This is an optimization exercise on Yosys and OpenROAD, whose aim is small area, a short achievable clock period and few clock cycles, not a production implementation.
The RTL was checked by simulation tests, not by an equivalence proof against the original design.
Power is estimated from default activity; no workload was simulated.

## flow/standard.sh

```bash
#!/bin/bash
# synth_recipe.tcl (not shown) runs the flow's synth.tcl, then flattens the netlist and writes it again
# the make line also repeats each setting of config.mk as NAME=value (left out here)
make -C /OpenROAD-flow-scripts/flow DESIGN_CONFIG=/design/flow/config.mk WORK_HOME=/design/flow/orfs CLKGATE_MAP_FILE= SYNTH_SCRIPT=/design/flow/synth_recipe.tcl "${@:-finish}"
```

## flow/constraint.sdc

```tcl
create_clock -name core_clock -period 28.0 [get_ports {clk}]
set_input_delay 5.6000 -clock core_clock [delete_from_list [all_inputs] [get_ports {clk}]]
set_output_delay 5.6000 -clock core_clock [all_outputs]
set_load 0.01 [all_outputs]
```

## flow/design.v

```verilog
module vm_muldiv (
    input  wire [1:0]  op,
    input  wire [63:0] a,
    input  wire [63:0] b,
    output wire [63:0] abs_a,
    output wire [63:0] abs_b,
    output wire        neg
);
    assign abs_a = a[63] ? (64'd0 - a) : a;
    assign abs_b = b[63] ? (64'd0 - b) : b;
    assign neg   = (op == 2'd2) ? a[63] : (a[63] ^ b[63]);
endmodule
module vm_lzc64 (
    input  wire [63:0] v,
    output wire [6:0]  z
);
    wire [63:0] v0 = v;
    wire [31:0] a1;  wire [31:0]  c1;
    wire [15:0] a2;  wire [31:0]  c2;
    wire [7:0]  a3;  wire [23:0]  c3;
    wire [3:0]  a4;  wire [15:0]  c4;
    wire [1:0]  a5;  wire [9:0]   c5;
    wire        a6;  wire [5:0]   c6;
    genvar g;
    generate
        for (g = 0; g < 32; g = g + 1) begin : l1
            assign a1[g] = v0[2*g+1] | v0[2*g];
            assign c1[g] = !v0[2*g+1];
        end
        for (g = 0; g < 16; g = g + 1) begin : l2
            assign a2[g] = a1[2*g+1] | a1[2*g];
            assign c2[2*g+1:2*g] = a1[2*g+1] ? {1'b0, c1[2*g+1]} : {1'b1, c1[2*g]};
        end
        for (g = 0; g < 8; g = g + 1) begin : l3
            assign a3[g] = a2[2*g+1] | a2[2*g];
            assign c3[3*g+2:3*g] = a2[2*g+1] ? {1'b0, c2[4*g+3:4*g+2]} : {1'b1, c2[4*g+1:4*g]};
        end
        for (g = 0; g < 4; g = g + 1) begin : l4
            assign a4[g] = a3[2*g+1] | a3[2*g];
            assign c4[4*g+3:4*g] = a3[2*g+1] ? {1'b0, c3[6*g+5:6*g+3]} : {1'b1, c3[6*g+2:6*g]};
        end
        for (g = 0; g < 2; g = g + 1) begin : l5
            assign a5[g] = a4[2*g+1] | a4[2*g];
            assign c5[5*g+4:5*g] = a4[2*g+1] ? {1'b0, c4[8*g+7:8*g+4]} : {1'b1, c4[8*g+3:8*g]};
        end
    endgenerate
    assign a6 = a5[1] | a5[0];
    assign c6 = a5[1] ? {1'b0, c5[9:5]} : {1'b1, c5[4:0]};
    assign z  = a6 ? {1'b0, c6} : 7'd64;
endmodule
module vm_fpu (
    input  wire        clk,
    input  wire        rst,
    input  wire        start,
    input  wire        hold,       
    input  wire [2:0]  op,
    input  wire [63:0] a,
    input  wire [63:0] b,
    output wire        soon,       
    output wire        done,
    output wire [63:0] result
);
    localparam [63:0] QNAN = 64'h7FF8000000000000;
    localparam [3:0] S_IDLE = 4'd0,
                     M_PREP = 4'd1, M_ITER = 4'd2, M_FIN = 4'd3,
                     F_A2 = 4'd4, F_A3 = 4'd5, F_A4 = 4'd6, F_RND = 4'd7,
                     F_SPEC = 4'd8,
                     D_SUBA = 4'd9, D_SET = 4'd10, D_IT = 4'd11, D_F1 = 4'd12,
                     D_F2 = 4'd13, D_SUBB = 4'd14, F_A4S = 4'd15;
    reg  [3:0]  state;
    reg  [63:0] A, B;           
    reg  [63:0] Q;              
    reg  [57:0] QM;             
    reg  [53:0] D;              
    reg  [13:0] E;              
    reg  [6:0]  cnt;
    reg         is_mul, is_div;
    reg         neg;            
    reg         sg;             
    reg         xge;            
    reg         esub;           
    reg         rovf, rzero;    
    reg         dst;            
    reg  [11:0] dab, dba;       
    reg  [6:0]  lza, lzb;       
    reg         mlast;          
    reg         yb;             
    reg         dlowq;          
    reg  [5:0]  qd;             
    reg  [63:0] res_q;          
    reg         res_v;
    wire is_int = !op[2];
    wire [63:0] abs_a, abs_b;
    wire        neg_s;
    vm_muldiv u_front (.op(op[1:0]), .a(a), .b(b), .abs_a(abs_a), .abs_b(abs_b), .neg(neg_s));
    wire        sx = a[63], sy = b[63];
    wire [10:0] ex = a[62:52], ey = b[62:52];
    wire        x_nan  = (ex == 11'h7FF) && (a[51:0] != 52'd0);
    wire        y_nan  = (ey == 11'h7FF) && (b[51:0] != 52'd0);
    wire        x_inf  = (ex == 11'h7FF) && (a[51:0] == 52'd0);
    wire        y_inf  = (ey == 11'h7FF) && (b[51:0] == 52'd0);
    wire        x_zero = (a[62:0] == 63'd0);
    wire [10:0] ea1 = (ex == 11'd0) ? 11'd1 : ex;
    wire [10:0] eb1 = (ey == 11'd0) ? 11'd1 : ey;
    wire        y_zero = (b[62:0] == 63'd0);
    reg  [63:0] add_spec;
    reg         add_is_spec;
    always @(*) begin
        add_is_spec = 1'b1;
        add_spec    = 64'd0;
        if (x_nan || y_nan || (x_inf && y_inf && (sx != sy))) add_spec = QNAN;
        else if (x_inf)              add_spec = a;
        else if (y_inf)              add_spec = b;
        else if (x_zero && y_zero)   add_spec = {sx & sy, 63'd0};
        else if (x_zero)             add_spec = b;
        else if (y_zero)             add_spec = a;
        else                         add_is_spec = 1'b0;
    end
    wire        d_sign = sx ^ sy;
    reg  [63:0] div_spec;
    reg         div_is_spec;
    always @(*) begin
        div_is_spec = 1'b1;
        div_spec    = 64'd0;
        if (x_nan || y_nan || (x_inf && y_inf)) div_spec = QNAN;
        else if (x_inf)                         div_spec = {d_sign, 11'h7FF, 52'd0};
        else if (y_inf || x_zero)               div_spec = {d_sign, 63'd0};
        else                                    div_is_spec = 1'b0;
    end
    wire [52:0] nm_in = (state == D_SUBB) ? {1'b0, B[51:0]} : {1'b0, A[51:0]};
    wire [63:0] lz1_in = (state == S_IDLE) ? abs_a :
                         (state == F_A4)   ? {A[55:0], 8'hFF} :
                                             {nm_in, 11'h7FF};
    wire [6:0]  lz1, lz2;
    vm_lzc64 u_lz1 (.v(lz1_in), .z(lz1));
    vm_lzc64 u_lz2 (.v(abs_b), .z(lz2));
    wire [6:0]  sdiff = lzb - lza;           
    wire [56:0] nsum   = A[56:0];
    wire        n_full = ({4'd0, lz1} < E[10:0]);
    wire [63:0] shl_in  = (state == M_PREP) ? B :
                          (state == F_A4 || state == F_A4S) ? {8'd0, A[55:0]} :
                                              {11'd0, nm_in};
    wire [5:0]  shl_amt = (state == M_PREP) ? sdiff[5:0] :
                          (state == F_A4S)  ? (E[5:0] - 6'd1) : lz1[5:0];
    wire [63:0] shl_out = shl_in << shl_amt;
    wire [63:0] big = xge ? A : B;
    wire [63:0] sml = xge ? B : A;
    wire [10:0] eb  = (big[62:52] == 11'd0) ? 11'd1 : big[62:52];
    wire [10:0] es  = (sml[62:52] == 11'd0) ? 11'd1 : sml[62:52];
    wire [55:0] mb  = {(big[62:52] != 11'd0), big[51:0], 3'b000};
    wire [55:0] ms  = {(sml[62:52] != 11'd0), sml[51:0], 3'b000};
    wire [11:0] dexp = xge ? dab : dba;
    wire [55:0] dsig  = Q[56] ? {Q[56:2], Q[1] | Q[0] | dst} : {Q[55:1], Q[0] | dst};
    wire [13:0] dexpv = Q[56] ? E : (E - 14'd1);
    wire        dovf  = !dexpv[13] && (dexpv >= 14'd2047);
    wire        dlow  = dexpv[13] || (dexpv == 14'd0);
    wire [13:0] dsh   = 14'd1 - dexpv;
    wire        fa2     = (state == F_A2);
    wire [55:0] shr_in  = fa2 ? ms : dsig;
    wire        shr_big = fa2 ? (dexp > 12'd55) : (dsh > 14'd55);
    wire [5:0]  shr_amt = fa2 ? dexp[5:0] : dsh[5:0];
    wire [55:0] shr_sh  = shr_in >> shr_amt;
    wire        shr_st  = shr_big ? (|shr_in) : (|(shr_in & ~({56{1'b1}} << shr_amt)));
    wire [55:0] shr_out = {(shr_big ? 55'd0 : shr_sh[55:1]), (shr_big ? 1'b0 : shr_sh[0]) | shr_st};
    wire [2:0]  btrip = {Q[1:0], yb};
    wire        bone  = (btrip == 3'b001) || (btrip == 3'b010) ||
                        (btrip == 3'b101) || (btrip == 3'b110);
    wire        btwo  = (btrip == 3'b011) || (btrip == 3'b100);
    wire        bneg  = btrip[2] && (btrip != 3'b111);
    wire [63:0] bmag  = btwo ? {B[62:0], 1'b0} : (bone ? B : 64'd0);
    wire [63:0] bterm = bneg ? ~bmag : bmag;
    wire        mfin  = (state == M_FIN) || (state == M_PREP);
    wire [63:0] vres  = (state == M_PREP) ? (is_div ? 64'd0 : A) : (is_div ? Q : A);
    reg  [63:0] ax, ay;
    reg         ac;
    always @(*) begin
        case (state)
            S_IDLE: begin ax = {1'b0, a[62:0]}; ay = ~{1'b0, b[62:0]}; ac = 1'b1; end
            M_ITER: begin ax = A; ay = is_mul ? bterm : ~B; ac = is_mul ? bneg : 1'b1; end
            F_A3:   begin ax = {8'd0, A[55:0]}; ay = {8'd0, B[55:0]} ^ {64{esub}}; ac = esub; end
            D_F1:   begin ax = {7'd0, A[56:0]}; ay = {7'd0, B[56:0]}; ac = 1'b0; end
            default: begin ax = 64'd0; ay = neg ? ~vres : vres; ac = neg; end
        endcase
    end
    wire [64:0] sum = {1'b0, ax} + {1'b0, ay} + {64'd0, ac};
    function [57+57+2-1:0] srt_step;
        input [56:0] s;
        input [56:0] c;
        input [53:0] d;
        reg   [3:0]  y;
        reg   [56:0] s2, c2, yv;
        reg   [56:0] ns, nc;
        reg          qp, qn;
        begin
            y  = s[55:52] + c[55:52];
            qp = !y[3];                      
            qn = y[3] && (y != 4'b1111);     
            s2 = {s[55:0], 1'b0};
            c2 = {c[55:0], 1'b0};
            yv = qp ? ~{3'b000, d} : (qn ? {3'b000, d} : 57'd0);
            ns = s2 ^ c2 ^ yv;
            nc = (((s2 & c2) | (s2 & yv) | (c2 & yv)) << 1) | {56'd0, qp};
            srt_step = {ns, nc, qp, qn};
        end
    endfunction
    wire [115:0] st1 = srt_step(A[56:0], B[56:0], D);
    wire [115:0] st2 = srt_step(st1[115:59], st1[58:2], D);
    wire [115:0] st3 = srt_step(st2[115:59], st2[58:2], D);
    wire [3:0]  qv = ({4{qd[5]}} & 4'd4) - ({4{qd[4]}} & 4'd4) +
                     ({4{qd[3]}} & 4'd2) - ({4{qd[2]}} & 4'd2) +
                     ({4{qd[1]}} & 4'd1) - ({4{qd[0]}} & 4'd1);
    wire [3:0]  qv1 = qv - 4'd1;
    wire [57:0] q_next  = {(qv[3] ? QM[54:0] : Q[54:0]), qv[2:0]};
    wire [57:0] qm_next = {((qv[3] || qv == 4'd0) ? QM[54:0] : Q[54:0]), qv1[2:0]};
    wire [56:0] W      = sum[56:0];
    wire        wneg   = W[56];
    wire [56:0] Sx     = A[56:0], Cx = B[56:0];
    wire [56:0] Dx     = {3'b000, D};
    wire        wzero  = ((Sx ^ Cx) == {(Sx[55:0] | Cx[55:0]), 1'b0});
    wire [56:0] s3     = Sx ^ Cx ^ Dx;
    wire [56:0] c3     = {((Sx[55:0] & Cx[55:0]) | (Sx[55:0] & Dx[55:0]) | (Cx[55:0] & Dx[55:0])), 1'b0};
    wire        wdzero = ((s3 ^ c3) == {(s3[55:0] | c3[55:0]), 1'b0});
    wire        rdf = (state == D_F2);
    wire [55:0] rs  = rdf ? dsig : A[55:0];
    wire [10:0] ref0 = rdf ? (dexpv[10:0] - 11'd1) : E[10:0];
    wire        rov = rdf ? dovf : rovf;
    wire        rz  = rdf ? 1'b0 : rzero;
    wire        rup = rs[2] & (rs[1] | rs[0] | rs[3]);
    wire [53:0] rm  = {1'b0, rs[55:3]} + {53'd0, rup};
    wire [10:0] rfield = ref0 + {9'd0, rm[53:52]};
    wire [63:0] rres = rz  ? 64'd0 :
                       rov ? {sg, 11'h7FF, 52'd0} : {sg, rfield, rm[51:0]};
    wire m_short = (state == M_PREP) && !is_mul && (lza > lzb);
    wire m_last  = mlast;
    wire m_early = (state == M_ITER) && m_last && !neg;
    wire [63:0] m_early_res = is_mul ? sum[63:0] :
                              is_div ? {Q[62:0], sum[64]} :
                              (sum[64] ? sum[63:0] : A);
    wire        done_c   = (state == M_FIN) || m_short || m_early || (state == F_RND) ||
                           (state == F_SPEC) || ((state == D_F2) && !dlowq);
    assign soon = done_c;
    wire [63:0] result_c = (state == F_SPEC) ? A :
                           (state == M_ITER) ? m_early_res :
                           (state == M_FIN || state == M_PREP) ? sum[63:0] : rres;
    assign done   = res_v;
    assign result = res_q;
    always @(posedge clk) begin
        if (done_c) res_q <= result_c;
        if (rst) begin
            res_v <= 1'b0;
        end else if (done_c) begin
            res_v <= 1'b1;
        end else if (!hold) begin
            res_v <= 1'b0;
        end
        if (rst) begin
            state <= S_IDLE;
        end else begin
            case (state)
                S_IDLE: if (start) begin
                    if (is_int) begin
                        is_mul <= (op[1:0] == 2'd0);
                        is_div <= (op[1:0] == 2'd1);
                        neg    <= neg_s;
                        A      <= abs_a;
                        B      <= abs_b;
                        lza    <= lz1;
                        lzb    <= lz2;
                        state  <= M_PREP;
                    end else if (!op[0]) begin
                        if (add_is_spec) begin
                            A <= add_spec;
                            state <= F_SPEC;
                        end else begin
                            A   <= a;
                            B   <= b;
                            xge <= sum[64];
                            dab <= {1'b0, ea1} - {1'b0, eb1};
                            dba <= {1'b0, eb1} - {1'b0, ea1};
                            state <= F_A2;
                        end
                    end else if (div_is_spec) begin
                        A <= div_spec;
                        state <= F_SPEC;
                    end else if (ex == 11'd0 || ey == 11'd0) begin
                        A <= a;
                        B <= b;
                        E <= 14'd0;
                        state <= (ex == 11'd0) ? D_SUBA : D_SUBB;
                    end else begin
                        A  <= {11'd0, 1'b1, a[51:0]};    
                        B  <= 64'd0;
                        D  <= {1'b1, b[51:0], 1'b0};
                        Q  <= 64'd0;
                        QM <= {58{1'b1}};
                        qd <= 6'd0;
                        E  <= {3'd0, ex} - {3'd0, ey} + 14'd1023;
                        sg <= d_sign;
                        cnt <= 7'd18;
                        state <= D_IT;
                    end
                end
                M_PREP: begin
                    if (is_mul) begin
                        if (lza >= lzb) begin
                            Q <= A;
                        end else begin
                            Q <= B;
                            B <= A;
                        end
                        A <= 64'd0;
                        mlast <= ((lza >= lzb) ? lza : lzb) >= 7'd63;
                        yb    <= 1'b0;
                        state <= ((lza == 7'd64) || (lzb == 7'd64)) ? M_FIN : M_ITER;
                    end else if (lza > lzb) begin
                        state <= S_IDLE;
                    end else begin
                        Q   <= 64'd0;
                        B   <= shl_out;
                        cnt <= sdiff;
                        mlast <= (lza == lzb);
                        state <= M_ITER;
                    end
                end
                M_ITER: begin
                    if (is_mul) begin
                        A <= sum[63:0];
                        B <= {B[61:0], 2'b00};
                        Q <= {2'b00, Q[63:2]};
                        yb <= Q[1];
                        mlast <= (Q[63:3] == 61'd0);
                        if (m_last) state <= neg ? M_FIN : S_IDLE;
                    end else begin
                        if (sum[64]) A <= sum[63:0];
                        Q <= {Q[62:0], sum[64]};
                        B <= {1'b0, B[63:1]};
                        cnt <= cnt - 7'd1;
                        mlast <= (cnt == 7'd1);
                        if (m_last) state <= neg ? M_FIN : S_IDLE;
                    end
                end
                F_A2: begin
                    A[55:0] <= mb;
                    B[55:0] <= shr_out;
                    E    <= {3'd0, eb};
                    sg   <= big[63];
                    esub <= A[63] ^ B[63];
                    state <= F_A3;
                end
                F_A3: begin
                    A[56:0] <= sum[56:0];
                    state <= F_A4;
                end
                F_A4: begin
                    if (nsum[56] || n_full) begin
                        A[55:0] <= nsum[56] ? {nsum[56:2], nsum[1] | nsum[0]} : shl_out[55:0];
                        E[10:0] <= nsum[56] ? E[10:0] : (E[10:0] - {4'd0, lz1} - 11'd1);
                    end
                    rovf    <= nsum[56] && (E[10:0] == 11'd2046);
                    rzero   <= (nsum == 57'd0);
                    state   <= (nsum[56] || n_full) ? F_RND : F_A4S;
                end
                F_A4S: begin
                    A[55:0] <= shl_out[55:0];
                    E[10:0] <= 11'd0;
                    state   <= F_RND;
                end
                D_SUBA: begin
                    A[62:52] <= 11'd1;
                    A[51:0]  <= shl_out[51:0];
                    E <= E - {7'd0, lz1};
                    state <= (B[62:52] == 11'd0) ? D_SUBB : D_SET;
                end
                D_SUBB: begin
                    B[62:52] <= 11'd1;
                    B[51:0]  <= shl_out[51:0];
                    E <= E + {7'd0, lz1};
                    state <= D_SET;
                end
                D_SET: begin
                    A  <= {11'd0, 1'b1, A[51:0]};
                    B  <= 64'd0;
                    D  <= {1'b1, B[51:0], 1'b0};
                    Q  <= 64'd0;
                    QM <= {58{1'b1}};
                    qd <= 6'd0;
                    E  <= E + {3'd0, A[62:52]} - {3'd0, B[62:52]} + 14'd1023;
                    sg <= A[63] ^ B[63];
                    cnt <= 7'd18;
                    state <= D_IT;
                end
                D_IT: begin
                    cnt <= cnt - 7'd1;
                    if (cnt == 7'd0) state <= D_F1;
                end
                D_F1: begin
                    Q[57:0] <= wneg ? qm_next : q_next;
                    dlowq   <= (wneg ? qm_next[56] : q_next[56]) ? (E[13] || E == 14'd0)
                                                               : (E[13] || E == 14'd0 || E == 14'd1);
                    dst     <= wneg ? !wdzero : !wzero;
                    state   <= D_F2;
                end
                D_F2: begin
                    A[55:0] <= shr_out;
                    E[10:0] <= 11'd0;
                    rovf    <= 1'b0;
                    rzero   <= 1'b0;
                    state   <= dlowq ? F_RND : S_IDLE;
                end
                default: state <= S_IDLE;    
            endcase
            if (state == D_IT) begin
                A[56:0] <= st3[115:59];
                B[56:0] <= st3[58:2];
                Q[57:0] <= q_next;
                QM      <= qm_next;
                qd      <= {st1[1:0], st2[1:0], st3[1:0]};
            end
        end
    end
endmodule
module vm_core (
    input  wire        clk,
    input  wire        rst,
    input  wire [15:0] code_len,
    input  wire [16:0] pool_len,
    output wire [15:0] imem_addr,
    input  wire [63:0] imem_data,
    output wire [15:0] cp_index,
    input  wire [1:0]  cp_kind,
    input  wire [63:0] cp_value,
    input  wire [15:0] cp_window,
    input  wire [15:0] cp_nret,
    output reg         emit_valid,
    output reg         emit_ret,
    output reg  [1:0]  emit_tag,
    output reg  [63:0] emit_data,
    output reg         halted,
    output reg  [2:0]  res_kind,
    output reg  [15:0] res_ip,
    output reg  [2:0]  res_depth
);
    localparam RF_SIZE = 16;
    localparam [1:0] T_INV = 2'd0, T_INT = 2'd1, T_FLT = 2'd2;
    localparam [1:0] K_JMP = 2'd2;
    localparam [2:0] R_NORMAL = 3'd0, F_LOAD = 3'd1, F_INDEX = 3'd2,
                     F_TYPE = 3'd3, F_ARITH = 3'd4, F_STACK = 3'd5,
                     F_DECODE = 3'd6;
    localparam [2:0] P_CHECK = 3'd0, P_RUN = 3'd1,
                     P_COPY = 3'd4, P_RETOUT = 3'd5, P_HALT = 3'd6;
    function legal_op;
        input [7:0] o;
        begin
            case (o)
                8'h00, 8'h01, 8'h02,
                8'h10, 8'h11, 8'h12, 8'h13, 8'h14, 8'h15,
                8'h20, 8'h21, 8'h30, 8'h31,
                8'h40, 8'h41, 8'h42, 8'h44, 8'h45, 8'h46,
                8'h48, 8'h49, 8'h4A, 8'h4C, 8'h4D, 8'h4E,
                8'h50, 8'h51: legal_op = 1'b1;
                default:      legal_op = 1'b0;
            endcase
        end
    endfunction
    function [15:0] onehot4;
        input [3:0] s;
        begin
            onehot4 = 16'd1 << s;
        end
    endfunction
    reg [2:0]  phase;
    reg [15:0] cl;                  
    reg [16:0] pl;                  
    reg [1:0]  rf_tag  [0:RF_SIZE-1];
    reg [63:0] rf_data [0:RF_SIZE-1];
    reg [1:0]  dep;                 
    reg [4:0]  fbase, fsize, fnret, fretdst;
    reg [15:0] fcbase;
    reg [15:0] s_ip     [0:2];
    reg [4:0]  s_base   [1:2];
    reg [4:0]  s_size   [1:2];
    reg [4:0]  s_nret   [1:2];
    reg [4:0]  s_retdst [1:2];
    reg [15:0] s_cbase  [1:2];
    reg [15:0] pc;                  
    reg [4:0]  fbase_f;             
    reg        ir_v;
    reg [63:0] ir;
    reg [15:0] ip_f;                
    reg [15:0] cpi;                 
    reg        ir_last;             
    reg        ir_end;              
    reg [15:0] selP, selQ, selW;    
    reg        x_v;
    reg [7:0]  x_op;
    reg [15:0] x_ip;
    reg        x_end;
    reg [63:0] xr_a, xr_b;          
    reg [1:0]  xr_ta, xr_tb;        
    reg        x_bypA, x_bypB;      
    reg [15:0] x_selW;
    reg        x_rbad;              
    reg        x_cbad;              
    reg        x_taken;             
    reg        x_jconst;            
    reg [15:0] x_jt;                
    reg [16:0] x_jlo;               
    reg        x_jhi;               
    reg [15:0] x_ca, x_cb;          
    reg        x_khi0;              
    reg [4:0]  x_kwin, x_knret;     
    wire [63:0] au_result;
    reg         au_flt;
    wire [63:0] x_a  = x_bypA ? au_result : xr_a;
    wire [63:0] x_b  = x_bypB ? au_result : xr_b;
    wire [1:0]  x_ta = x_bypA ? (au_flt ? 2'd2 : 2'd1) : xr_ta;
    wire [1:0]  x_tb = x_bypB ? (au_flt ? 2'd2 : 2'd1) : xr_tb;
    reg        au_busy;
    reg [15:0] au_dst;
    reg [15:0] csrc, cdst;          
    reg [4:0]  cleft;
    wire [63:0] fw   = imem_data;
    wire [7:0]  fop  = fw[7:0];
    wire        f_jmp  = (fop[7:4] == 4'h4) && (fop[1:0] != 2'b11);
    wire        f_usea = (fop == 8'h01) || (f_jmp && fop[1:0] != 2'b00);
    wire [3:0]  f_sa = fbase_f[3:0] + fw[11:8];
    wire [3:0]  f_sb = fbase_f[3:0] + fw[27:24];
    wire [3:0]  f_sc = fbase_f[3:0] + fw[43:40];
    wire [15:0] f_cidx = (fop == 8'h50) ? fw[55:40] :
                         (f_jmp && fop[1:0] == 2'b00) ? fw[23:8] : fw[47:32];
    wire [15:0] pc_inc = pc + 16'd1;
    assign imem_addr = pc;
    assign cp_index  = cpi;
    wire [7:0]  op  = ir[7:0];
    wire [55:0] arg = ir[63:8];
    wire [23:0] ba  = ir[31:8];
    wire [31:0] bb  = ir[63:32];
    wire [15:0] ca  = ir[23:8];
    wire [15:0] cb  = ir[39:24];
    wire [15:0] cc  = ir[55:40];
    wire is_jump = (op[7:4] == 4'h4) && (op[1:0] != 2'b11);
    wire j_rel   = op[3];
    wire j_const = op[2];
    wire j_cond  = (op[1:0] != 2'b00);
    wire cidx_hi  = (op == 8'h50) ? 1'b0 :
                    (is_jump && !j_cond) ? (arg[55:16] != 40'd0) :
                                           (bb[31:16] != 16'd0);
    wire cidx_bad = cidx_hi || ({1'b0, cpi} >= pl);
    reg chk_cidx;
    always @(*) begin
        case (op)
            8'h02, 8'h45, 8'h46, 8'h4D, 8'h4E: chk_cidx = 1'b1;
            8'h44, 8'h4C, 8'h50:               chk_cidx = 1'b1;
            default:                           chk_cidx = 1'b0;
        endcase
    end
    wire bad_a   = (ca[15:5] != 11'd0) || (ca[4:0] >= fsize);
    wire bad_b   = (cb[15:5] != 11'd0) || (cb[4:0] >= fsize);
    wire bad_c   = (cc[15:5] != 11'd0) || (cc[4:0] >= fsize);
    wire bad_ba  = (ba[23:5] != 19'd0) || (ba[4:0] >= fsize);
    wire bad_arg = (arg[55:5] != 51'd0) || (arg[4:0] >= fsize);
    reg  rbad;
    always @(*) begin
        case (op)
            8'h01:                              rbad = bad_arg;
            8'h02, 8'h41, 8'h42, 8'h45, 8'h46,
            8'h49, 8'h4A, 8'h4D, 8'h4E:         rbad = bad_ba;
            8'h15:                              rbad = bad_a | bad_b;
            8'h10, 8'h11, 8'h12, 8'h13, 8'h14,
            8'h20, 8'h21, 8'h30, 8'h31:         rbad = bad_a | bad_b | bad_c;
            default:                            rbad = 1'b0;
        endcase
    end
    reg  [16:0] j_lo;
    reg         j_hi_ok;
    always @(*) begin
        if (!j_cond) begin
            if (j_rel) begin
                j_lo    = arg[16:0];
                j_hi_ok = (arg[55:16] == 40'd0) || (arg[55:16] == {40{1'b1}});
            end else begin
                j_lo    = {1'b0, arg[15:0]};
                j_hi_ok = (arg[55:16] == 40'd0);
            end
        end else begin
            if (j_rel) begin
                j_lo    = bb[16:0];
                j_hi_ok = (bb[31:16] == 16'd0) || (bb[31:16] == 16'hFFFF);
            end else begin
                j_lo    = {1'b0, bb[15:0]};
                j_hi_ok = (bb[31:16] == 16'd0);
            end
        end
    end
    wire [15:0] j_base   = j_rel ? pc : fcbase;            
    wire [17:0] j_target = {2'b00, j_base} + {j_lo[16], j_lo};
    wire        copying = (phase == P_COPY) || (phase == P_RETOUT);
    wire        x_cr    = (phase == P_RUN) && x_v && !x_end && (x_op == 8'h50 || x_op == 8'h51);
    wire        x_copy0 = x_cr && (x_ca != 16'd0);
    wire [15:0] csrc_x  = onehot4(fbase[3:0] + x_cb[3:0]);
    wire [15:0] rselP = copying ? csrc : (x_copy0 ? csrc_x : selP);
    reg  [63:0] vP, vQ;
    reg  [1:0]  tP, tQ;
    integer k;
    always @(*) begin
        vP = 64'd0; vQ = 64'd0; tP = 2'd0; tQ = 2'd0;
        for (k = 0; k < RF_SIZE; k = k + 1) begin
            vP = vP | (rf_data[k] & {64{rselP[k]}});
            tP = tP | (rf_tag[k]  & {2{rselP[k]}});
            vQ = vQ | (rf_data[k] & {64{selQ[k]}});
            tQ = tQ | (rf_tag[k]  & {2{selQ[k]}});
        end
    end
    reg        w_en;
    reg [15:0] w_oh;
    reg [1:0]  w_tag;
    reg [63:0] w_data;
    wire       fwdP = w_en && ((w_oh & selP) != 16'd0);
    wire       fwdQ = w_en && ((w_oh & selQ) != 16'd0);
    wire [63:0] rP  = fwdP ? w_data : vP;
    wire [1:0]  rtP = fwdP ? w_tag  : tP;
    wire [63:0] rQ  = fwdQ ? w_data : vQ;
    wire [1:0]  rtQ = fwdQ ? w_tag  : tQ;
    wire        r_guard = (vP != 64'd0);
    wire        r_taken = !j_cond || (op[0] ? r_guard : !r_guard);
    wire        r_usesP = (op == 8'h01) || (is_jump && j_cond) ||
                          (op[7:4] == 4'h1) || (op[7:4] == 4'h2) || (op[7:4] == 4'h3);
    wire        r_usesQ = (op[7:4] == 4'h1 && op != 8'h15) || (op[7:4] == 4'h2) || (op[7:4] == 4'h3);
    wire        r_writes = (op == 8'h02) || (op[7:4] == 4'h1) || (op[7:4] == 4'h2) || (op[7:4] == 4'h3);
    wire        r_serial = (op == 8'h12 || op == 8'h13 || op == 8'h14 || op == 8'h20 ||
                            op == 8'h21 || op == 8'h50 || op == 8'h51);
    wire        au_pend = au_go || (au_busy && !au_wr);
    wire [15:0] au_pdst = au_go ? x_selW : au_dst;
    wire        r_rawP  = r_usesP && ((selP & au_pdst) != 16'd0);
    wire        r_rawQ  = r_usesQ && ((selQ & au_pdst) != 16'd0);
    wire        r_waw   = r_writes && ((selW & au_pdst) != 16'd0);
    wire        r_early = au_busy && au_soon && !au_go && !r_waw &&
                          !(r_serial && (r_rawP || r_rawQ)) &&
                          !(op == 8'h50 || op == 8'h51) && !(is_jump && j_cond);
    wire        r_auhaz = au_pend && (r_serial || r_rawP || r_rawQ || r_waw) && !r_early;
    wire        r_haz   = (is_jump && j_cond && fwdP) || r_auhaz;
    wire xo_add = (x_op == 8'h10);
    wire xo_neg = (x_op == 8'h15);
    wire xo_flt = (x_op == 8'h31);
    wire [63:0] alu_x = xo_neg ? 64'd0 : (xo_flt ? {1'b0, x_a[62:0]} : x_a);
    wire [63:0] alu_y = xo_add ? x_b : (xo_neg ? ~x_a : (xo_flt ? ~{1'b0, x_b[62:0]} : ~x_b));
    wire [63:0] alu_s = alu_x + alu_y + {63'd0, !xo_add};
    wire        lt_res = (x_a[63] != x_b[63]) ? x_a[63] : alu_s[63];
    wire fb_nan = (x_a[62:52] == 11'h7FF) && (x_a[51:0] != 52'd0);
    wire fc_nan = (x_b[62:52] == 11'h7FF) && (x_b[51:0] != 52'd0);
    wire f_bothzero = (x_a[62:0] == 63'd0) && (x_b[62:0] == 63'd0);
    wire f_eqmag = (x_a[62:0] == x_b[62:0]);
    reg  flt_res;
    always @(*) begin
        if (fb_nan || fc_nan || f_bothzero)
            flt_res = 1'b0;
        else if (x_a[63] != x_b[63])
            flt_res = x_a[63];
        else if (!x_a[63])
            flt_res = alu_s[63];                   
        else
            flt_res = !alu_s[63] && !f_eqmag;      
    end
    wire [17:0] xj_t  = x_jconst ? ({2'b00, x_jt} + {x_jlo[16], x_jlo}) : {2'b00, x_jt};
    wire        xj_ok = x_jhi && (xj_t[17:16] == 2'b00) && (xj_t[15:0] < cl);
    wire [16:0] run_end  = {1'b0, x_cb} + {1'b0, x_ca};
    wire        run_bad  = (x_ca != 16'd0) && (run_end > {12'd0, fsize});
    wire [4:0]  call_nb  = fbase + fsize;
    wire [5:0]  call_top = {1'b0, call_nb} + {1'b0, x_kwin};
    wire [4:0]  c_base   = (dep == 2'd1) ? 5'd0 : s_base[dep == 2'd3 ? 2 : 1];
    wire [4:0]  c_size   = (dep == 2'd1) ? 5'd8 : s_size[dep == 2'd3 ? 2 : 1];
    wire [16:0] rdst_end = {12'd0, fretdst} + {1'b0, x_ca};
    wire [4:0]  sat_cb   = (x_cb > 16'd17) ? 5'd17 : x_cb[4:0];
    wire [15:0] cdst_x   = (x_op == 8'h50) ? onehot4(call_nb[3:0]) :
                                             onehot4(c_base[3:0] + fretdst[3:0]);
    wire [15:0] x_ipn    = x_ip + 16'd1;
    wire        xrun  = (phase == P_RUN) && x_v && !x_end;
    wire        xo_au = (x_op == 8'h12 || x_op == 8'h13 || x_op == 8'h14 ||
                         x_op == 8'h20 || x_op == 8'h21);
    wire        au_go = xrun && xo_au;
    wire [2:0]  au_op = (x_op == 8'h12) ? 3'd0 : (x_op == 8'h13) ? 3'd1 :
                        (x_op == 8'h14) ? 3'd2 : {2'b10, x_op[0]};
    wire        x_wr  = xrun && (x_op == 8'h02 || x_op == 8'h10 || x_op == 8'h11 ||
                                 x_op == 8'h15 || x_op == 8'h30 || x_op == 8'h31);
    wire        au_done, au_soon;
    wire        au_wr = au_busy && au_done && !x_wr;
    vm_fpu u_au (
        .clk(clk), .rst(rst), .start(au_go), .hold(x_wr), .op(au_op),
        .a(xr_a), .b(xr_b), .soon(au_soon), .done(au_done), .result(au_result)
    );
    reg [2:0] x_fault;
    always @(*) begin
        x_fault = 3'd0;
        if (!legal_op(x_op)) begin
            x_fault = F_DECODE;
        end else begin
            case (x_op)
                8'h00: ;
                8'h01: begin
                    if (x_rbad) x_fault = F_INDEX;
                    else if (x_ta != T_INT && x_ta != T_FLT) x_fault = F_TYPE;
                end
                8'h02: begin
                    if (x_rbad) x_fault = F_INDEX;
                    else if (x_cbad) x_fault = F_INDEX;
                    else if (x_tb[1]) x_fault = F_TYPE;
                end
                8'h10, 8'h11, 8'h12, 8'h13, 8'h14, 8'h30: begin
                    if (x_rbad) x_fault = F_INDEX;
                    else if (x_ta != T_INT || x_tb != T_INT) x_fault = F_TYPE;
                    else if ((x_op == 8'h13 || x_op == 8'h14) && x_b == 64'd0) x_fault = F_ARITH;
                end
                8'h15: begin
                    if (x_rbad) x_fault = F_INDEX;
                    else if (x_ta != T_INT) x_fault = F_TYPE;
                end
                8'h20, 8'h21, 8'h31: begin
                    if (x_rbad) x_fault = F_INDEX;
                    else if (x_ta != T_FLT || x_tb != T_FLT) x_fault = F_TYPE;
                    else if (x_op == 8'h21 && x_b[62:0] == 63'd0) x_fault = F_ARITH;
                end
                8'h50: begin
                    if (run_bad) x_fault = F_INDEX;
                    else if (x_cbad) x_fault = F_INDEX;
                    else if (x_tb != K_JMP) x_fault = F_TYPE;
                    else if (!x_khi0 || x_jt >= cl) x_fault = F_INDEX;
                    else if (x_ca > {11'd0, x_kwin}) x_fault = F_INDEX;
                    else if (dep == 2'd3) x_fault = F_STACK;
                    else if (call_top > 6'd16) x_fault = F_STACK;
                end
                8'h51: begin
                    if (run_bad) x_fault = F_INDEX;
                    else if (dep != 2'd0) begin
                        if ({11'd0, fnret} != x_ca) x_fault = F_INDEX;
                        else if (x_ca != 16'd0 && rdst_end > {12'd0, c_size}) x_fault = F_INDEX;
                    end
                end
                default: begin  
                    if (x_op[1:0] != 2'b00 && x_rbad) x_fault = F_INDEX;
                    else if (x_op[2] && x_cbad) x_fault = F_INDEX;
                    else if (x_op[1:0] != 2'b00 && x_ta != T_INT) x_fault = F_TYPE;
                    else if (x_op[2] && x_tb != K_JMP) x_fault = F_TYPE;
                    else if (x_taken && !xj_ok) x_fault = F_INDEX;
                end
            endcase
        end
    end
    wire x_single = !(x_op == 8'h50 || x_op == 8'h51);
    wire x_free = (phase == P_RUN) && (!x_v || x_single);
    wire r_go = (phase == P_RUN) &&
                ir_v && x_free && !r_haz;
    wire r_jump  = r_go && is_jump && r_taken;
    wire f_load  = (phase == P_CHECK) || (!ir_v || r_go);
    always @(*) begin
        w_en   = 1'b0;
        w_oh   = x_selW;
        w_tag  = T_INT;
        w_data = alu_s;
        case (phase)
            P_RUN: begin
                w_en = x_wr || au_wr || (x_copy0 && (x_op == 8'h50 || dep != 2'd0));
                if (au_wr) begin
                    w_oh = au_dst; w_tag = au_flt ? T_FLT : T_INT; w_data = au_result;
                end else case (x_op)
                    8'h50, 8'h51: begin w_oh = cdst_x; w_tag = tP; w_data = vP; end
                    8'h02: begin w_tag = x_tb[0] ? T_FLT : T_INT; w_data = x_b; end
                    8'h30: w_data = {63'd0, lt_res};
                    8'h31: w_data = {63'd0, flt_res};
                    default: ;
                endcase
            end
            P_COPY: begin
                w_en = 1'b1; w_oh = cdst; w_tag = tP; w_data = vP;
            end
            default: ;
        endcase
    end
    wire        call_ok = xrun && (x_op == 8'h50) && (x_fault == 3'd0);
    reg [RF_SIZE-1:0] clr;
    always @(*) begin
        for (k = 0; k < RF_SIZE; k = k + 1)
            clr[k] = call_ok &&
                     ({1'b0, k[4:0]} >= {1'b0, call_nb}) &&
                     ({1'b0, k[4:0]} < call_top);
    end
    always @(posedge clk) begin
        for (k = 0; k < RF_SIZE; k = k + 1) begin
            if (rst)
                rf_tag[k] <= T_INV;
            else if (w_en && w_oh[k])
                rf_tag[k] <= w_tag;
            else if (clr[k])
                rf_tag[k] <= T_INV;
            if (w_en && w_oh[k])
                rf_data[k] <= w_data;
        end
    end
    task halt_with;
        input [2:0]  kind;
        input [15:0] at;
        input [2:0]  d;
        begin
            phase     <= P_HALT;
            halted    <= 1'b1;
            res_kind  <= kind;
            res_ip    <= at;
            res_depth <= d;
        end
    endtask
    always @(posedge clk) begin
        cl <= code_len;
        pl <= pool_len;
        emit_valid <= 1'b0;
        emit_ret   <= 1'b0;
        emit_tag   <= (copying || x_copy0) ? tP : x_ta;
        emit_data  <= (copying || x_copy0) ? vP : x_a;
        if (rst) begin
            phase   <= P_CHECK;
            pc      <= 16'd0;
            ir_v    <= 1'b0;
            x_v     <= 1'b0;
            au_busy <= 1'b0;
            halted  <= 1'b0;
            res_kind  <= R_NORMAL;
            res_ip    <= 16'd0;
            res_depth <= 3'd0;
            dep     <= 2'd0;
            fbase   <= 5'd0;
            fbase_f <= 5'd0;
            fsize   <= 5'd8;
            fcbase  <= 16'd0;
        end else begin
            if (au_go) au_busy <= 1'b1;
            else if (au_wr) au_busy <= 1'b0;
            if (phase != P_HALT && f_load) begin
                ir      <= imem_data;
                ir_v    <= 1'b1;
                ip_f    <= pc;
                cpi     <= f_cidx;
                ir_last <= (pc_inc == cl);
                ir_end  <= (pc >= cl);
                selP    <= onehot4(f_usea ? f_sa : f_sb);
                selQ    <= onehot4(f_sc);
                selW    <= onehot4(f_sa);
                pc      <= (phase == P_CHECK && pc_inc == cl) ? 16'd0 : pc_inc;
            end
            x_ip    <= ip_f;
            x_end   <= ir_end;
            xr_a    <= rP;
            xr_ta   <= rtP;
            xr_b    <= (op == 8'h02) ? cp_value : rQ;
            xr_tb   <= (op == 8'h02 || op == 8'h50 || (is_jump && j_const)) ? cp_kind : rtQ;
            x_bypA  <= r_early && r_rawP;
            x_bypB  <= r_early && r_rawQ;
            x_rbad  <= rbad;
            x_cbad  <= cidx_bad;
            x_taken <= is_jump && r_taken;
            x_jconst <= j_const;
            x_jt    <= (op == 8'h50) ? cp_value[15:0] :
                       j_const ? j_base : j_target[15:0];
            x_jlo   <= cp_value[16:0];
            x_jhi   <= j_const ? ((cp_value[63:16] == 48'd0) || (cp_value[63:16] == {48{1'b1}}))
                               : (j_hi_ok && (j_target[17:16] == 2'b00));
            x_ca    <= ca;
            x_cb    <= cb;
            x_khi0  <= (cp_value[63:16] == 48'd0);
            x_kwin  <= (cp_window > 16'd17) ? 5'd17 : cp_window[4:0];
            x_knret <= (cp_nret > 16'd17) ? 5'd17 : cp_nret[4:0];
            if (r_go) begin
                x_v     <= 1'b1;
                x_op    <= op;
                x_selW  <= selW;
                if (r_jump) begin
                    ir_v <= 1'b0;
                    if (!j_const) pc <= j_target[15:0];
                end
                if (op == 8'h50) begin
                    ir_v    <= 1'b0;
                    pc      <= cp_value[15:0];
                    fbase_f <= fbase + fsize;
                end
                if (op == 8'h51 && dep != 2'd0) begin
                    ir_v    <= 1'b0;
                    pc      <= s_ip[dep - 2'd1];
                    fbase_f <= (dep == 2'd1) ? 5'd0 : s_base[dep - 2'd1];
                end
            end else if (x_free) begin
                x_v <= 1'b0;
            end
            case (phase)
                P_CHECK: begin
                    if (cl == 16'd0) begin
                        halt_with(F_LOAD, 16'd0, 3'd0);
                    end else if (ir_v) begin
                        if (!legal_op(op) || (chk_cidx && cidx_bad))
                            halt_with(F_LOAD, ip_f, 3'd0);
                        else if (ir_last)
                            phase <= P_RUN;
                    end
                end
                P_RUN: if (x_v) begin
                    if (x_end) begin
                        halt_with(R_NORMAL, x_ip, {1'b0, dep} + 3'd1);
                    end else if (x_fault != 3'd0) begin
                        halt_with(x_fault, x_ip, {1'b0, dep} + 3'd1);
                    end else begin
                        case (x_op)
                            8'h01: begin
                                emit_valid <= 1'b1;
                            end
                            8'h12, 8'h13, 8'h14, 8'h20, 8'h21: begin
                                au_dst <= x_selW;
                                au_flt <= x_op[5];
                            end
                            8'h50: begin
                                s_ip[dep] <= x_ipn;
                                if (dep != 2'd0) begin
                                    s_base[dep]   <= fbase;
                                    s_size[dep]   <= fsize;
                                    s_cbase[dep]  <= fcbase;
                                    s_nret[dep]   <= fnret;
                                    s_retdst[dep] <= fretdst;
                                end
                                dep     <= dep + 2'd1;
                                fbase   <= call_nb;
                                fsize   <= x_kwin;
                                fcbase  <= x_jt;
                                fnret   <= x_knret;
                                fretdst <= sat_cb;
                                x_v     <= 1'b0;
                                csrc    <= {csrc_x[14:0], csrc_x[15]};
                                cdst    <= {cdst_x[14:0], cdst_x[15]};
                                cleft   <= x_ca[4:0] - 5'd1;
                                if (x_ca > 16'd1) phase <= P_COPY;
                            end
                            8'h51: begin
                                csrc  <= {csrc_x[14:0], csrc_x[15]};
                                cleft <= x_ca[4:0] - 5'd1;
                                x_v   <= 1'b0;
                                if (dep == 2'd0) begin
                                    if (x_ca != 16'd0) begin
                                        emit_valid <= 1'b1;
                                        emit_ret   <= 1'b1;
                                    end
                                    if (x_ca <= 16'd1)
                                        halt_with(R_NORMAL, x_ip, 3'd1);
                                    else
                                        phase <= P_RETOUT;
                                end else begin
                                    cdst  <= {cdst_x[14:0], cdst_x[15]};
                                    dep   <= dep - 2'd1;
                                    if (dep == 2'd1) begin
                                        fbase  <= 5'd0;
                                        fsize  <= 5'd8;
                                        fcbase <= 16'd0;
                                    end else begin
                                        fbase   <= s_base[dep - 2'd1];
                                        fsize   <= s_size[dep - 2'd1];
                                        fcbase  <= s_cbase[dep - 2'd1];
                                        fnret   <= s_nret[dep - 2'd1];
                                        fretdst <= s_retdst[dep - 2'd1];
                                    end
                                    if (x_ca > 16'd1) phase <= P_COPY;
                                end
                            end
                            default: begin
                                if (x_taken && x_jconst) begin
                                    pc   <= xj_t[15:0];
                                    ir_v <= 1'b0;
                                end
                            end
                        endcase
                    end
                end
                P_COPY: begin
                    csrc  <= {csrc[14:0], csrc[15]};
                    cdst  <= {cdst[14:0], cdst[15]};
                    cleft <= cleft - 5'd1;
                    if (cleft == 5'd1) phase <= P_RUN;
                end
                P_RETOUT: begin
                    emit_valid <= 1'b1;
                    emit_ret   <= 1'b1;
                    csrc  <= {csrc[14:0], csrc[15]};
                    cleft <= cleft - 5'd1;
                    if (cleft == 5'd1)
                        halt_with(R_NORMAL, x_ip, 3'd1);
                end
                default: ;  
            endcase
        end
    end
endmodule
```

## flow/flow/run.sh

```bash
#!/bin/bash
set -euo pipefail
bash standard.sh synth > synth.log 2>&1
bash standard.sh SETUP_SLACK_MARGIN=21 \
    "CTS_ARGS=-sink_clustering_enable -repair_clock_nets -dont_use_dummy_load -buf_list {sky130_fd_sc_hd__clkbuf_4 sky130_fd_sc_hd__clkbuf_8}" \
    finish > layout.log 2>&1
```

## flow/config.mk

```make
export PLATFORM = sky130hd
export DESIGN_NAME = vm_core
export DESIGN_NICKNAME = vm_core
export VERILOG_FILES = /design/flow/design.v
export SDC_FILE = /design/flow/constraint.sdc
export NUM_CORES = 8
export LEC_CHECK = 0
export CAP_MARGIN = 40
export CORE_MARGIN = 2
export CORE_UTILIZATION = 34
export PLACE_DENSITY = 0.5
export SLEW_MARGIN = 40
```

==> impl_results.md, run 1 <==
* YS warnings at 4
* Leading area contributor after synthesis: edfxtp_1
* Via density at 6.959
* Max-slew headroom at the worst pin at 0.2365
* Synth cell types at 124
* Share of cells above drive strength 1 at 0.1862
* # fillers at 49360
* Min-Delay Path Depth at 0
* Worst-path fanout max at 2
* WP data required at 22.40 ns
* Crit path setup slack, layout at 20.57 ns
* Sw frac at 0.4940
* WL/cell at 44.02 µm
* Worst path cell trace: buf_6
* Leakage at 73.74 nW
* Worst path top cell family by delay: flip-flops
* Top FF cell, synth: edfxtp_1
* IO Count at 320
* Num CTS Buffers at 424
* Clock buffer depth at 4
* Fin Setup TNS at 0 ns
* Logic pwr share at 0.599
* Final worst path period need at 7.433 ns
* Slowest-stage cell, CP: edfxtp_1
* Final setup vio count at 0
* R2R depth at 26
* Initial antenna violation count at 109
* Gr ovfl total at 0
* RSZ-0062 raised after global routing: true
* First-pass GRT wire length at 1476 mm
* Tcrit/Tclk final at 0.2655
* Levels on crit path at 1
* Register bit count reported by yosys at 2266
* Clock root buffer: clkbuf_8
* Overall Global Routing Usage at 0.4245
* Worst slew pin tran at 1.138 ns
* Async SR Flop Fraction at 0
* Synth Area in XOR/XNOR at 0.03813
* Routed Antenna Nets at 0
* Buffers and inverters on the worst path at 1
* Drt drc at 0
* Top cell type's share of synthesized area at 0.3632
* Initial Util at 0.3410
* Reg clk slew, reported paths at 0.06 ns
* Slew Viols, Final at 0
* Vias at 180200
* Worst Setup Path Type: reg2out
* Highest Clock Rate at 134.5 MHz
* Synth top area cells: edfxtp_1, mux2i_1, a21oi_1, ha_1, nand2_1
* Internal power at 9.783 mW
* Post-DP HPWL at 788.6 mm
* Skew-Pair Late Insertion Delay at 1.28 ns
* Sink Count at 2266
* Final Core Density at 0.4101
* Synth Area in Compound Gates at 0.2470
* Drt pass-1 iters at 7
* Hold_ws at 0.4282 ns
* Die X at 709.9 µm
* Syn-to-layout area delta at 20.27%
* Clock power frac at 0.144
* Syn avg cell area at 9.148 µm²
* Die height at 709.9 µm
* CP Launch Type: flop
* Status: complete, no violations
* Port Buffers at 319
* RD Place Congestion at 1.089
* Clk_skew at 0.1930 ns
* Worst min-delay path category: reg2reg
* Sequential share of the synthesized area at 0.3889
* Largest net degree at the start of global routing at 121
* Psw at 9.552 mW
* Core area at 496800 µm²
* Post-Syn Nets at 19500
* Mapped cell area at 169400 µm²
* CP Capture Type: output pin
* Pre-CTS setup slack at 17.80 ns
* Mapped Cells at 18520
* CTS tree: built
* Vias in the first global route at 163800
* Full die area at 503900 µm²
* Largest family of logic cells by synthesized area: compound AO/OA/AOI/OAI gates
* Initial DRC count at 31150
* P per Cell Area at 94.89 nW/µm²
* Max H-tree Level at 5
* Post-synthesis mux area share at 0.06149
* Sequential power share at 0.257
* Area share of fa/ha/maj cells after synthesis at 0.06959
* CP arrival at 1.83 ns
* Crit-path max cell delay at 0.48 ns
* Final Hold Viols at 0
* FP Rows at 259
* Number of synthesized flops with an enable pin at 2049
* Routed WL at 1140 mm
* Simple-gate area share of the yosys netlist at 0.1400
* Max Cap Viol at 0
* Layout net count at 20120
* Peak VDD IR at 91.37 µV
==> registers in the layout, indices dropped and copies added, names as in the netlist, 32 cells and up, named ones only <==
name        cells
s_cbase        32
xr_a           64
u_au.QM        55
ir             64
u_au.Q         64
emit_data      64
u_au.B         64
rf_data      1024
u_au.D         52
u_au.res_q     64
rf_tag         32
xr_b           64
s_ip           48
u_au.A         64
==> power by group through the flow <==
stage / Combinational (mW) / Sequential, mW / Clock, mW
3_3_place_gp: 8.90 / 5.01 / 0
6_report: 11.6 / 4.96 / 2.79
2_1_floorplan: 4.77 / 4.86 / 0
5_1_grt: 11.6 / 4.98 / 2.91
3_5_place_dp: 8.94 / 5.02 / 0
4_1_cts: 10.0 / 4.94 / 2.80
==> synthesized netlist by cell type (all sizes together), types with 275 or more instances <==
cell / n
nand2: 1622
a21oi: 1436
a221oi: 444
ha: 539
nand3: 382
clkbuf: 1310
xnor2: 441
o21ai: 1160
a22o: 356
edfxtp: 2049
inv: 800
nand4: 342
nor2: 1586
mux2i: 818
nor3: 275
buf: 298
xor2: 294
a22oi: 605
==> timing repair <==
action	in CTS	in global routing
buffers inserted	348	198
gates cloned	56	45
hold buffers	0	0
setup endpoints to repair	1826	1071
resized for setup	1410	724
pin swaps	145	258
==> path summary, 6_finish.rpt <==
path / startpoint / endpoint / slack, ns
setup / recovery: cpi[1] / cp_index[1] / 20.57
setup reg to reg: xr_a[0] / u_au.A[20] / 20.67
hold reg to reg: ip_f[15] / x_ip[15] / 0.43
hold / removal: ip_f[15] / x_ip[15] / 0.43
==> area by class of cell <==
type / instances / area (µm²) / share of cell area
multi-input cells: 13850 / 101600 / 0.4988
repair buffers: 1775 / 18400 / 0.09029
diodes: 110 / 275.3 / 0.001351
inverters: 816 / 3213 / 0.01577
repair inverters: 1 / 5.005 / 0.00002456
well taps: 6655 / 8327 / 0.04087
clock buffers: 424 / 5836 / 0.02864
flip-flops and latches: 2266 / 66070 / 0.3243
==> layout by cell type, fill, tap and decap left out, drive strengths merged, types with 441 or more instances in the layout <==
master / n
edfxtp: 2049
nand2: 1624
nor2: 1587
buf: 1518
a21oi: 1436
o21ai: 1160
mux2i: 818
inv: 781
a22oi: 605
ha: 539
clkbuf: 456
a221oi: 444
xnor2: 441
==> per-layer routing <==
| layer | global-route usage | part of all wire | up-vias |
|---|---|---|---|
| li1 | - | - | 71420 |
| met1 | 0.5141 | 0.36 | 89170 |
| met2 | 0.6015 | 0.40 | 15420 |
| met3 | 0.1587 | 0.14 | 4147 |
| met4 | 0.3391 | 0.10 | 50 |
| met5 | 0.004284 | 0.00060 | - |
==> kinds of logic (layout without fill, tap and decap cells) <==
family | count (synthesis) | count (layout)
compound gates | 6159 | 6168
simple gates | 5140 | 5151
buf+inv | 2424 | 3016
flops | 2266 | 2266
mux | 1000 | 1000
fa+ha+maj | 793 | 793
xor+xnor | 736 | 736
other cells | 0 | 110
==> stage by stage <==
stage / instance area (µm²) / std cells / total power, mW
3_3_place_gp: 182600 / 24680 / 13.91
3_5_place_dp: 183700 / 24700 / 13.96
4_1_cts: 197400 / 25530 / 17.76
6_report: 203800 / 25900 / 19.33
5_1_grt: 203600 / 25850 / 19.44
2_1_floorplan: 170200 / 18520 / 9.624
Testbench counts, summed over its fixed seeds: cycles 96,154.
==> inputs of run 2 (changes only) <==
==> flow/flow/run.sh (replaced) <==
#!/bin/bash
set -euo pipefail
bash standard.sh synth > synth.log 2>&1
bash standard.sh SETUP_SLACK_MARGIN=21 \
    "CTS_ARGS=-sink_clustering_enable -repair_clock_nets -dont_use_dummy_load" \
    finish > layout.log 2>&1
==> run 2 against run 1 <==
  * Still clean
  * Die area did not move
  * Non-clock buffer count fell by 3
  * Fmax fell by 0.81%
  * Final area rose by 0.14%
  * Power rose by 0.94%
  * Utilization rose by 0.056 points
  * Clock power rose by 18%
  * Critical path depth rose by 20
  * Critical path type is now reg2reg
==> impl_results.md, run 2 <==
* Num CTS Buffers at 287 (-32%)
* RSZ-0062 raised after global routing: true
* Worst reg-to-reg setup slack at 20.51 ns (-0.16 ns)
* Peak VDD IR at 106.7 µV (+17%)
* RD Place Congestion at 1.089 (unchanged)
* Core area at 496800 µm² (unchanged)
* Routed WL at 1130 mm (-0.88%)
* Drt pass-1 iters at 10 (+3)
* Drt drc at 0 (unchanged)
* Final worst path period need at 7.494 ns (+0.06070 ns)
* Fin Setup TNS at 0 ns (unchanged)
* Commonest non-fill, non-tap cell in the layout: edfxtp_1
* Crit-path max cell delay at 0.66 ns (+0.18 ns)
* Status: complete, no violations
* Die height at 709.9 µm (unchanged)
* GR Util met1 at 0.5151 (+0.0009824)
* Register bit count reported by yosys at 2266 (unchanged)
* Final Hold Viols at 0 (unchanged)
* Worst-path fanout max at 41 (+39)
* Count leader, synth: edfxtp_1
* Overall Global Routing Usage at 0.4218 (-0.002682)
* Final Core Density at 0.4107 (+0.0005610)
* Max Cap Viol at 0 (unchanged)
* Max-slew headroom at the worst pin at 0.1480 (-0.08851)
* Slew Viols, Final at 0 (unchanged)
* Max reg flops at 1024 (unchanged)
* Syn avg cell area at 9.148 µm² (unchanged)
* Synth top area cells: edfxtp_1, mux2i_1, a21oi_1, ha_1, nand2_1
* Tcrit/Tclk final at 0.2676 (+0.002168)
* Share of cells above drive strength 1 at 0.1761 (-0.01014)
* CP Capture Type: flop
* Largest net degree at the start of global routing at 120 (-0.83%)
* Initial Util at 0.3410 (unchanged)
* Most frequent cells in the layout: edfxtp_1, nand2_1, nor2_1
* Gr ovfl total at 0 (unchanged)
* First-pass GRT wire length at 1467 mm (-0.60%)
* Clock buffer depth at 4 (unchanged)
* P per Cell Area at 95.65 nW/µm² (+0.80%)
* Vias at 179100 (-0.58%)
* Reg with most FFs: rf_data
* CP arrival at 8.21 ns (+6.38 ns)
* Sequential share of the synthesized area at 0.3889 (unchanged)
* IO Count at 320 (unchanged)
* CP Launch Type: flop
* Initial antenna violation count at 93 (-15%)
* WP data required at 28.72 ns (+6.32 ns)
* Leading area contributor after synthesis: edfxtp_1
* Worst slew pin tran at 1.270 ns (+0.1327 ns)
* FP Rows at 259 (unchanged)
* WL/cell at 43.87 µm (-0.34%)
* Synth cell types at 124 (unchanged)
* Leakage at 73.98 nW (+0.33%)
* # fillers at 49180 (-0.35%)
* Worst min-delay path category: reg2reg
* Number of synthesized flops with an enable pin at 2049 (unchanged)
* Max H-tree Level at 5 (unchanged)
* Sink Count at 2266 (unchanged)
* Global routing's busiest layer: met2
* Via density at 6.956 (about the same)
* Reg clk slew, reported paths at 0.06 ns (about the same)
* Top FF cell, synth: edfxtp_1
* Top cell type's share of synthesized area at 0.3632 (unchanged)
* Layout net count at 19980 (-0.71%)
* Final setup vio count at 0 (unchanged)
* Die X at 709.9 µm (unchanged)
* Full die area at 503900 µm² (unchanged)
* Port Buffers at 319 (unchanged)
* Worst path cell trace: or4_4, or4_4, buf_6, o31ai_4, xnor2_1, o31a_1, nor4_4, buf_4, nand4_1, o211ai_1, buf_4, nor2_1, a21oi_2, o21a_2, buf_8, nand2_2, o22ai_1, a21oi_1, a21oi_4, a211o_1, a21oi_1
* Highest Clock Rate at 133.4 MHz (-0.81%)
* Mapped cell area at 169400 µm² (unchanged)
* Skew-Pair Late Insertion Delay at 1.04 ns (-0.24 ns)
* Post-DP HPWL at 788.6 mm (unchanged)
* Worst Setup Path Type: reg2reg
* Syn-to-layout area delta at 20.44%
* Met2 usage at 0.5998 (-0.001666)
* YS warnings at 4 (unchanged)
* Routed Antenna Nets at 0 (unchanged)
* Post-synth top cells: edfxtp_1, nand2_1, nor2_1
* Initial DRC count at 30770 (-1.2%)
* Mapped Cells at 18520 (unchanged)
* Grt met3 use at 0.1536 (-0.005045)
* Post-Syn Nets at 19500 (unchanged)
* Async SR Flop Fraction at 0 (unchanged)
* CTS tree: built
* Slowest-stage cell, CP: or4_4
* Vias in the first global route at 162400 (-0.84%)
* Post-CTS Hold Fix Bufs at 0 (unchanged)
* Clock root buffer: clkbuf_16
* Clk_skew at 0.1477 ns (-0.04539 ns)
run 2: changes by cell type in the layout (fill, tap and decap cells not counted), moves of 7 or more:
cell       previous run  this run
a21oi_1            1304      1311
buf_12              137       105
buf_4              1092      1130
buf_6               200       193
clkbuf_16            29       315
clkbuf_8            425         4
fa_1                203       218
fa_2                 47        32
mux2i_1             706       718
mux2i_4              52        45
nand2_1            1530      1542
nand2_4              57        44
o21ai_0             956       968
o21ai_4              36        24
run 2: routing by layer:
metal / vias to the layer above / part of all wire / wire length [µm]
li1: 71200 / - / -
met1: 88960 / 0.36 / 406800
met2: 15020 / 0.40 / 454100
met3: 3923 / 0.14 / 152800
met4: 50 / 0.10 / 115500
met5: - / 0.00062 / 706
run 2: cells by family (layout without fill, tap and decap cells):
logic type               after synthesis  after routing  synth area share
other                                  0            112                 0
multiplexers                        1000           1000           0.06149
AND/OR/NAND/NOR                     5140           5150            0.1400
adder cells (fa/ha/maj)              793            793           0.06959
AO/OA/AOI/OAI                       6159           6167            0.2470
XOR/XNOR                             736            736           0.03813
flip-flops                          2266           2266            0.3889
buffers and inverters               2424           2876           0.05494
run 2: where the power goes:
group | total, mW | internal (mW) | switching [mW]
combinational | 11.3 | 3.65 | 7.63
sequential | 4.96 | 4.66 | 0.294
clock | 3.28 | 1.79 | 1.49
total | 19.5 | 10.1 | 9.41
run 2: final timing paths:
path,from,to,cells past startpoint
setup / recovery,xr_a[9],u_au.B[29],21
hold / removal,fsize[3],s_size[2][3],0
setup reg to reg,xr_a[9],u_au.B[29],21
hold reg to reg,fsize[3],s_size[2][3],0
run 2: cell type report:
type | count | area, µm² | share of cell area
well taps | 6655 | 8327 | 0.04081
diodes | 112 | 280.3 | 0.001374
repair buffers | 1772 | 17900 | 0.08775
repair inverters | 1 | 11.26 | 0.00005519
clock buffers | 287 | 7182 | 0.03520
multi-input cells | 13850 | 101000 | 0.4953
inverters | 816 | 3211 | 0.01574
flip-flops and latches | 2266 | 66070 | 0.3238
run 2: repair_timing:
| action | 4_1_cts | 5_1_grt |
|---|---|---|
| gates cloned | 50 | 39 |
| hold endpoints to repair | 0 | 0 |
| setup buffers | 341 | 211 |
| gates resized for setup | 1456 | 510 |
| pin swaps | 175 | 178 |
| endpoints found under the setup margin | 1869 | 1100 |
run 2: stage by stage:
stage          hold WS (ns)  power (mW)  std cells  setup slack (ns)  instance area (µm²)
3_5_place_dp         0.4324       13.96      24700             17.80               183700
6_report             0.4339       19.52      25760             20.51               204000
2_1_floorplan        0.4003       9.624      18520             19.50               170200
5_1_grt              0.4510       19.64      25690             20.58               203900
4_1_cts              0.4302       18.26      25380             20.74               198600
3_3_place_gp         0.4319       13.91      24680             17.52               182600
run 2: critical path: cells and delay by family (launching register included):
family | cells | cell delay, ns
buf+inv | 4 | 1.03
compound gates | 10 | 3.05
simple gates | 6 | 2.49
flops | 1 | 0.46
xor+xnor | 1 | 0.13
==> inputs of run 3 (changes only) <==
--- a/flow/design.v
+++ b/flow/design.v
@@ -637,3 +637,2 @@
     wire        r_early = au_busy && au_soon && !au_go && !r_waw &&
-                          !(r_serial && (r_rawP || r_rawQ)) &&
                           !(op == 8'h50 || op == 8'h51) && !(is_jump && j_cond);
@@ -688,3 +687,3 @@
         .clk(clk), .rst(rst), .start(au_go), .hold(x_wr), .op(au_op),
-        .a(xr_a), .b(xr_b), .soon(au_soon), .done(au_done), .result(au_result)
+        .a(x_a), .b(x_b), .soon(au_soon), .done(au_done), .result(au_result)
     );
==> flow/flow/run.sh (replaced) <==
#!/bin/bash
set -euo pipefail
bash standard.sh synth > synth.log 2>&1
bash standard.sh SETUP_SLACK_MARGIN=21 \
    "CTS_ARGS=-sink_clustering_enable -repair_clock_nets -dont_use_dummy_load -buf_list {sky130_fd_sc_hd__clkbuf_2 sky130_fd_sc_hd__clkbuf_4}" \
    finish > layout.log 2>&1
==> run 3 against run 2 <==
  * Utilization down 0.14 points
  * Sequential cell count unchanged
  * Global-route usage up 2.5 points
  * Sequential share of layout area decreased by 0.21 points
  * Register-to-register slack gained 0.02 ns
  * Still clean on timing, DRC and antenna
  * Setup slack got worse by 0.39 ns
==> impl_results.md, run 3 <==
* CP Capture Type: output pin
* Skew-Pair Late Insertion Delay at 1.80 ns (+0.76 ns)
* Max-slew headroom at the worst pin at 0.2761 (+0.1281)
* RR Startpoint: u_au.state[0]
* Largest net degree at the start of global routing at 107 (-11%)
* RSZ-0062 raised after global routing: true
* Post-DP HPWL at 847.3 mm (+7.4%)
* Highest Clock Rate at 126.8 MHz (-5.0%)
* Port Buffers at 319 (unchanged)
* Fin Setup TNS at 0 ns (unchanged)
* WP data required at 22.40 ns (-6.32 ns)
* Initial Util at 0.3415 (+0.0005121)
* Min-Delay Path Depth at 0 (unchanged)
* Routed Antenna Nets at 0 (unchanged)
* Initial DRC count at 30240 (-1.7%)
* Peak VDD IR at 76.30 µV (-29%)
* Leakage at 75.08 nW (+1.5%)
* Routed WL at 1195 mm (+5.8%)
* Mapped Cells at 19000 (+2.6%)
* R2R depth at 34 (+62%)
* Worst slew pin tran at 1.086 ns (-0.1845 ns)
* Clock buffer depth at 4 (unchanged)
* RD Place Congestion at 1.078 (-0.99%)
* Worst min-delay path category: reg2reg
* Final Hold Viols at 0 (unchanged)
* Clk_skew at 0.3554 ns (+0.2077 ns)
* Worst Setup Path Type: reg2out
* YS warnings at 4 (unchanged)
* P per Cell Area at 74.54 nW/µm² (-22%)
* Mapped cell area at 171300 µm² (+1.1%)
* Gr ovfl total at 0 (unchanged)
* WHS Endpoint: x_ip[7]
* Hold_ws at 0.3719 ns (-0.06202 ns)
* Sequential share of the synthesized area at 0.3845 (-0.004334)
* First-pass GRT wire length at 1562 mm (+6.5%)
* Fin cells at 26690 (+3.6%)
* Layout net count at 20920 (+4.7%)
* Leading area contributor after synthesis: edfxtp_1
* Worst path top cell family by delay: flip-flops
* Via density at 6.921 (-0.50%)
* Drt drc at 0 (unchanged)
* Register bit count reported by yosys at 2266 (unchanged)
* Die X at 713.8 µm (+0.56%)
* Synth cell types at 132 (+6.5%)
* Share of cells above drive strength 1 at 0.2005 (+0.02443)
* Full die area at 509600 µm² (+1.1%)
* Overall Global Routing Usage at 0.4464 (+0.02456)
* Clock root buffer: clkbuf_4
* Top cell type's share of synthesized area at 0.3592 (-0.004048)
* Drt pass-1 iters at 10 (unchanged)
* Die height at 713.8 µm (+0.56%)
* Worst path cell trace: buf_2
* CTS tree: built
* Initial antenna violation count at 141 (+52%)
* Slew Viols, Final at 0 (unchanged)
* Post-synth top cells: edfxtp_1, nor2_1, a21oi_1
* Reg with most FFs: rf_data
* Max reg flops at 1024 (unchanged)
* Final worst path period need at 7.888 ns (+0.3942 ns)
* Syn-to-layout area delta at 19.86%
* Sink Count at 2266 (unchanged)
* CP arrival at 2.29 ns (-5.92 ns)
* Synth top area cells: edfxtp_1, a21oi_1, mux2i_1, nor2_1, ha_1
* Top FF cell, synth: edfxtp_1
* IO Count at 320 (unchanged)
* Worst-path fanout max at 2 (-95%)
* Final setup vio count at 0 (unchanged)
* Max Cap Viol at 0 (unchanged)
* Syn avg cell area at 9.017 µm² (-1.4%)
* Post-CTS Hold Fix Bufs at 0 (unchanged)
* Post-Syn Nets at 19980 (+2.5%)
* RR Endpoint: u_au.A[16]
* Vias in the first global route at 169400 (+4.3%)
* Max H-tree Level at 6 (+1)
* Core area at 501600 µm² (+0.98%)
* Async SR Flop Fraction at 0 (unchanged)
* Vias at 184800 (+3.1%)
* Count leader, synth: edfxtp_1
* Tcrit/Tclk final at 0.2817 (+0.01408)
* Slowest-stage cell, CP: edfxtp_1
* CP Launch Type: flop
* Number of synthesized flops with an enable pin at 2049 (unchanged)
* FP Rows at 260 (+0.39%)
* Status: complete, no violations
* Reg clk slew, reported paths at 0.07 ns (about the same)
* Buffers and inverters on the worst path at 1 (-3)
* WL/cell at 44.76 µm (+2.0%)
* HP Start: ip_f[7]
* Num CTS Buffers at 672 (+130%)
* Commonest non-fill, non-tap cell in the layout: edfxtp_1
* Most frequent cells in the layout: edfxtp_1, nor2_1, a21oi_1
* Crit-path max cell delay at 0.45 ns (-0.21 ns)
* Worst reg-to-reg setup slack at 20.53 ns (+0.02 ns)
* DP Cell Count at 25330 (+2.5%)
run 3: cell types whose count changed after synthesis, sizes merged, moves of 126 or more:
cell,delta
a21oi,+264
nand2,-126
nor2,+331
o21ai,+204
o221ai,-137
o22ai,+198
run 3: report_power, final:
part	switching (mW)	internal (mW)	leakage, nW
Clock	1.49	1.08	3.09
Sequential	0.263	4.63	20.2
Combinational	5.47	2.39	51.8
run 3: kinds of logic (layout without fill, tap and decap cells):
group	Yosys count	count (layout)	synth area share
flip-flops	2266	2266	0.3845
other	0	77	0
buffers and inverters	2352	3282	0.05307
AND/OR/NAND/NOR	5366	5373	0.1456
multiplexers	1012	1012	0.06158
AO/OA/AOI/OAI	6475	6476	0.2489
XOR/XNOR	736	736	0.03771
adder cells (fa/ha/maj)	791	791	0.06870
run 3: final cells by class:
cell class,count,area [µm²]
inverters,800,3142
multi-input cells,14390,104500
well taps,6681,8359
repair inverters,2,25.02
clock buffers,672,5045
fillers,50450,296300
repair buffers,1808,18070
flip-flops and latches,2266,66060
diodes,77,192.7
run 3: worst max path at each step:
| stage | end | slack (ns) | cells past startpoint | startpoint |
|---|---|---|---|---|
| after global placement | u_au.A[27] | 16.79 | 26 | x_bypA |
| final | cp_index[0] | 20.11 | 1 | cpi[0] |
| after global routing | cp_index[0] | 20.09 | 1 | cpi[0] |
| after CTS | cp_index[0] | 19.98 | 1 | cpi[0] |
| after floorplan | flop | 19.47 | 7 | rst |
| after detailed placement | u_au.A[25] | 16.67 | 27 | x_bypA |
run 3: routing by layer:
layer | part of all wire | vias to the layer above | GRT usage | wire length, µm
li1 | - | 73770 | - | -
met1 | 0.36 | 91490 | 0.5432 | 433400
met3 | 0.13 | 4285 | 0.1518 | 152600
met2 | 0.41 | 15110 | 0.6381 | 484800
met5 | 0.00056 | - | 0.0008484 | 666
met4 | 0.10 | 90 | 0.3641 | 123500
run 3: timing repair:
item                                    in CTS  in global routing
gates cloned                                54                 15
setup buffers                              341                195
resized for setup                         1753                549
pin swaps                                  237                247
endpoints found under the setup margin    1917                922
run 3: metrics by stage:
stage	setup WS, ns	instance area [µm²]	util	total power [mW]
final	20.11	205300	0.4093	15.31
after detailed placement	16.67	186700	0.3721	11.52
after floorplan	19.47	172200	-	8.268
after global routing	20.09	205200	0.4090	15.53
after global placement	16.79	185300	0.3694	11.48
after CTS	19.98	200600	0.3999	14.62
Testbench counts of run 3, summed over its fixed seeds: cycles 95,993.

Check on run 3: ideal ports give 20.112 ns setup slack; a clkbuf_16 on the clock port and buf_2 on the inputs give 19.982 ns; moving port delays by the midpoint clock arrival (1.773 ns) as well gives 19.201 ns.
